Context: an optimization exercise on an open-source flow, tuned for small area and a short achievable clock period. The choices shown serve that exercise and are no tape-out recipe.
Power and IR drop assume default switching activity.

==> flow/design.v (excerpt) <==
module minifloat_unit (
    input  wire        clk,
    input  wire [4:0]  op,
    input  wire [31:0] a,
    input  wire [31:0] b,
    output wire [31:0] y,
    output wire [1:0]  st
);
    wire       addsub = (op[4:1] == 4'b0110);
    wire [7:0] bn     = {b[7] ^ (addsub & op[0]), b[6:0]};
    wire       a_lt   = (a[6:4] < b[6:4]);
    wire       swap   = addsub & a_lt;
    wire [2:0] dd     = a_lt ? (b[6:4] - a[6:4]) : (a[6:4] - b[6:4]);
    wire [4:0] tz;
    mf_tz u_tz (.f(a[22:0]), .t(tz));
    reg [4:0]  op_q;
    reg [7:0]  p_q;        
    reg [7:0]  q_q;        
    reg [2:0]  d_q;        
    reg [11:0] ahi_q;      
    reg [2:0]  amid_q;     
    reg        a16_q;      
    reg        or_q;       
    reg [4:0]  tz_q;       
    always @(posedge clk) begin
        op_q   <= op;
        p_q    <= swap ? bn : a[7:0];
        q_q    <= swap ? a[7:0] : bn;
        d_q    <= dd;
        ahi_q  <= a[31:20];
        amid_q <= a[10:8];
        a16_q  <= a[16];
        or_q   <= |a[19:11];
        tz_q   <= tz;
    end
    wire [7:0] va = p_q;
    wire [7:0] vb = q_q;
    wire op_norm = (op_q == 5'd10);
    wire op_mul  = (op_q == 5'd14);
    wire [9:0] add_m;
    wire       add_s, add_zero;
    mf_adder u_add (.l(va), .s(vb), .d(d_q), .m(add_m), .sign(add_s), .zero(add_zero));
    wire [2:0] mul_e;
    wire [7:0] mul_p;
    wire       mul_sat, mul_under, mul_s;
    mf_multiplier u_mul (.a(va), .b(vb), .e(mul_e), .p(mul_p), .sat(mul_sat),
                         .under(mul_under), .s(mul_s));
  ...
Size: about 65 flip-flops, roughly 100 I/O pins, about 0.0058 mm² of cells after synthesis.
Settings: LEC_CHECK=0, CAP_MARGIN=20, CORE_MARGIN=2, CORE_UTILIZATION=40, SLEW_MARGIN=20; clock period 15.0 ns.
standard.sh (not shown) runs the stock make flow with config.mk's settings and CLKGATE_MAP_FILE= SYNTH_SCRIPT=/design/flow/synth_recipe.tcl, a recipe that flattens the netlist after the stock synthesis.
==> flow/flow/run.sh <==
#!/bin/bash
# Own layout flow: the standard ORFS flow (standard.sh) with three changes.
#  1. Synthesis is synth_recipe.tcl unchanged except that ABC maps the logic
#     with flow/abc.script (registers, flattening and renaming as standard).
#  2. Ports are buffered with sky130_fd_sc_hd__buf_1 instead of the delay
#     buffer buffer_ports picks by default.
#  3. repair_timing aims at a setup margin of MARGIN ns, so that it works on
#     the datapath rather than stopping once the 15 ns clock is met.
# Each tool's full output stays in orfs/logs/; make's own output goes to
# make_finish.log in this folder.
set -euo pipefail
HERE=$(pwd)
MARGIN=$(cat flow/margin.txt)
{
  echo "proc abc {args} {"
  echo "  set i [lsearch -exact \$args -script]"
  echo "  if {\$i >= 0} { lset args [expr {\$i + 1}] $HERE/flow/abc.script }"
  echo "  yosys abc {*}\$args"
  echo "}"
  cat synth_recipe.tcl
} > my_synth.tcl
bash standard.sh SYNTH_SCRIPT=$HERE/my_synth.tcl SETUP_SLACK_MARGIN=$MARGIN \
  "BUFFER_PORTS_ARGS=-buffer_cell sky130_fd_sc_hd__buf_1" finish > make_finish.log 2>&1
==> flow/flow/abc.script <==
strash
balance
 rewrite
 refactor
 balance
 rewrite
 rewrite -z
 balance
 refactor -z
 rewrite -z
 balance
balance
 rewrite
 refactor
 balance
 rewrite
 rewrite -z
 balance
 refactor -z
 rewrite -z
 balance
dch -f
map -B 0.9
topo
buffer -c
upsize -c
dnsize -c
==> flow/flow/margin.txt <==
11
Edit:
--- a/flow/flow/run.sh
+++ b/flow/flow/run.sh
@@ -5,5 +5,6 @@
 #  2. Ports are buffered with sky130_fd_sc_hd__buf_1 instead of the delay
 #     buffer buffer_ports picks by default.
-#  3. repair_timing aims at a setup margin of MARGIN ns, so that it works on
+#  3. Yosys maps adders to plain gates for ABC (no full/half-adder cells).
+#  4. repair_timing aims at a setup margin of MARGIN ns, so that it works on
 #     the datapath rather than stopping once the 15 ns clock is met.
 # Each tool's full output stays in orfs/logs/; make's own output goes to
@@ -21,3 +22,3 @@
 } > my_synth.tcl
 bash standard.sh SYNTH_SCRIPT=$HERE/my_synth.tcl SETUP_SLACK_MARGIN=$MARGIN \
-  "BUFFER_PORTS_ARGS=-buffer_cell sky130_fd_sc_hd__buf_1" finish > make_finish.log 2>&1
+  "BUFFER_PORTS_ARGS=-buffer_cell sky130_fd_sc_hd__buf_1" ADDER_MAP_FILE= finish > make_finish.log 2>&1
--- a/flow/flow/abc.script
+++ b/flow/flow/abc.script
@@ -20,6 +20,16 @@
  rewrite -z
  balance
+balance
+ rewrite
+ refactor
+ balance
+ rewrite
+ rewrite -z
+ balance
+ refactor -z
+ rewrite -z
+ balance
 dch -f
-map -B 0.9
+map -a
 topo
 buffer -c
Settings changed: SYNTH_HIERARCHICAL set to 1, SYNTH_MINIMUM_KEEP_SIZE set to 0.
Effect: The changed run passed the timing, design-rule and antenna checks. Die area came out lower by 0.53%. Total power came out lower by 7.1%. Combinational power came out lower by 11%. Design area came out higher by 2.4%. Routed wire length came out lower by 3.7%. First-iteration DRC count came out higher by 5.2%. Clock skew stays flat. Sequential power hardly moves. Cell count came out higher by 2.3%. Clock-buffer cell count came out lower by 2.
Edit:
--- a/flow/flow/run.sh
+++ b/flow/flow/run.sh
@@ -5,6 +5,5 @@
 #  2. Ports are buffered with sky130_fd_sc_hd__buf_1 instead of the delay
 #     buffer buffer_ports picks by default.
-#  3. Yosys maps adders to plain gates for ABC (no full/half-adder cells).
-#  4. repair_timing aims at a setup margin of MARGIN ns, so that it works on
+#  3. repair_timing aims at a setup margin of MARGIN ns, so that it works on
 #     the datapath rather than stopping once the 15 ns clock is met.
 # Each tool's full output stays in orfs/logs/; make's own output goes to
@@ -22,3 +21,3 @@
 } > my_synth.tcl
 bash standard.sh SYNTH_SCRIPT=$HERE/my_synth.tcl SETUP_SLACK_MARGIN=$MARGIN \
-  "BUFFER_PORTS_ARGS=-buffer_cell sky130_fd_sc_hd__buf_1" ADDER_MAP_FILE= finish > make_finish.log 2>&1
+  "BUFFER_PORTS_ARGS=-buffer_cell sky130_fd_sc_hd__buf_1" finish > make_finish.log 2>&1
Settings changed: SYNTH_HIERARCHICAL 1 to unset, SYNTH_MINIMUM_KEEP_SIZE 0 to unset.
Result:
- core utilization shrinks by 1.3 points
- routed wire length drops by a few percent
- cell area went down by a few percent
- non-clock buffer count goes down by 15
- total power falls slightly
Edit:
--- a/flow/flow/run.sh
+++ b/flow/flow/run.sh
@@ -5,5 +5,6 @@
 #  2. Ports are buffered with sky130_fd_sc_hd__buf_1 instead of the delay
 #     buffer buffer_ports picks by default.
-#  3. repair_timing aims at a setup margin of MARGIN ns, so that it works on
+#  3. Yosys maps adders to plain gates for ABC (no full/half-adder cells).
+#  4. repair_timing aims at a setup margin of MARGIN ns, so that it works on
 #     the datapath rather than stopping once the 15 ns clock is met.
 # Each tool's full output stays in orfs/logs/; make's own output goes to
@@ -21,3 +22,3 @@
 } > my_synth.tcl
 bash standard.sh SYNTH_SCRIPT=$HERE/my_synth.tcl SETUP_SLACK_MARGIN=$MARGIN \
-  "BUFFER_PORTS_ARGS=-buffer_cell sky130_fd_sc_hd__buf_1" finish > make_finish.log 2>&1
+  "BUFFER_PORTS_ARGS=-buffer_cell sky130_fd_sc_hd__buf_1" ADDER_MAP_FILE= finish > make_finish.log 2>&1
--- a/flow/flow/abc.script
+++ b/flow/flow/abc.script
@@ -20,16 +20,6 @@
  rewrite -z
  balance
-balance
- rewrite
- refactor
- balance
- rewrite
- rewrite -z
- balance
- refactor -z
- rewrite -z
- balance
 dch -f
-map -a
+map -B 0.9
 topo
 buffer -c
Settings changed: SYNTH_HIERARCHICAL set to 1, SYNTH_MINIMUM_KEEP_SIZE set to 0.
The changed run produced a clean layout.
Die area came out higher by 14%.
Critical path depth came out lower by 1.
Global-route usage came out lower by 1.1 points.
Power came out lower by 5.7%.
Design area came out higher by 4.8%.
Core utilization came out lower by 4.4 points.
Hold slack improves by 0.024 ns.
Sequential share of layout area came out lower by 1.2 points.
Routed wire length came out higher by 6.5%.
Synthesized cell count came out higher by 40%.
Area after synthesis came out higher by 15%.
Function was not checked in any run of this note: the RTL went through the layout flow alone.

==> re-timing with driven ports <==
In the flow no input, the clock included, has a driving cell. The finished layouts below were timed again as built, in two steps. Step 1 sets driving cells, clkbuf_16 on the clock port and buf_2 on the other inputs (assumed; they add their load-dependent delay and slew). Step 2 moves the port delays by t, midway between the first and last clock arrival at a register: inputs arrive t later, outputs are due t later. That takes back most of the time a late clock gives input paths. a / b / c = ideal / step 1 / step 2; a / b = the first two.
run	t (ns)	setup WS [ns]	hold slack, ns	latest minus earliest clock arrival (ns)
the first run	0.381	10.651 / 10.651 / 10.518	0.584 / 0.584 / 0.584	0.013 / 0.014
the second run	0.368	10.981 / 10.984 / 10.615	0.582 / 0.582 / 0.582	0.007 / 0.007
the third run	0.378	10.489 / 10.489 / 10.475	0.592 / 0.592 / 0.592	0.015 / 0.015
the fourth run	0.371	11.013 / 11.014 / 10.643	0.616 / 0.616 / 0.616	0.014 / 0.014
After both steps every run listed still meets setup and hold. For the fourth run, which loses most, drivers alone change the setup slack by +0.001 ns; drivers and shift together by -0.370 ns.
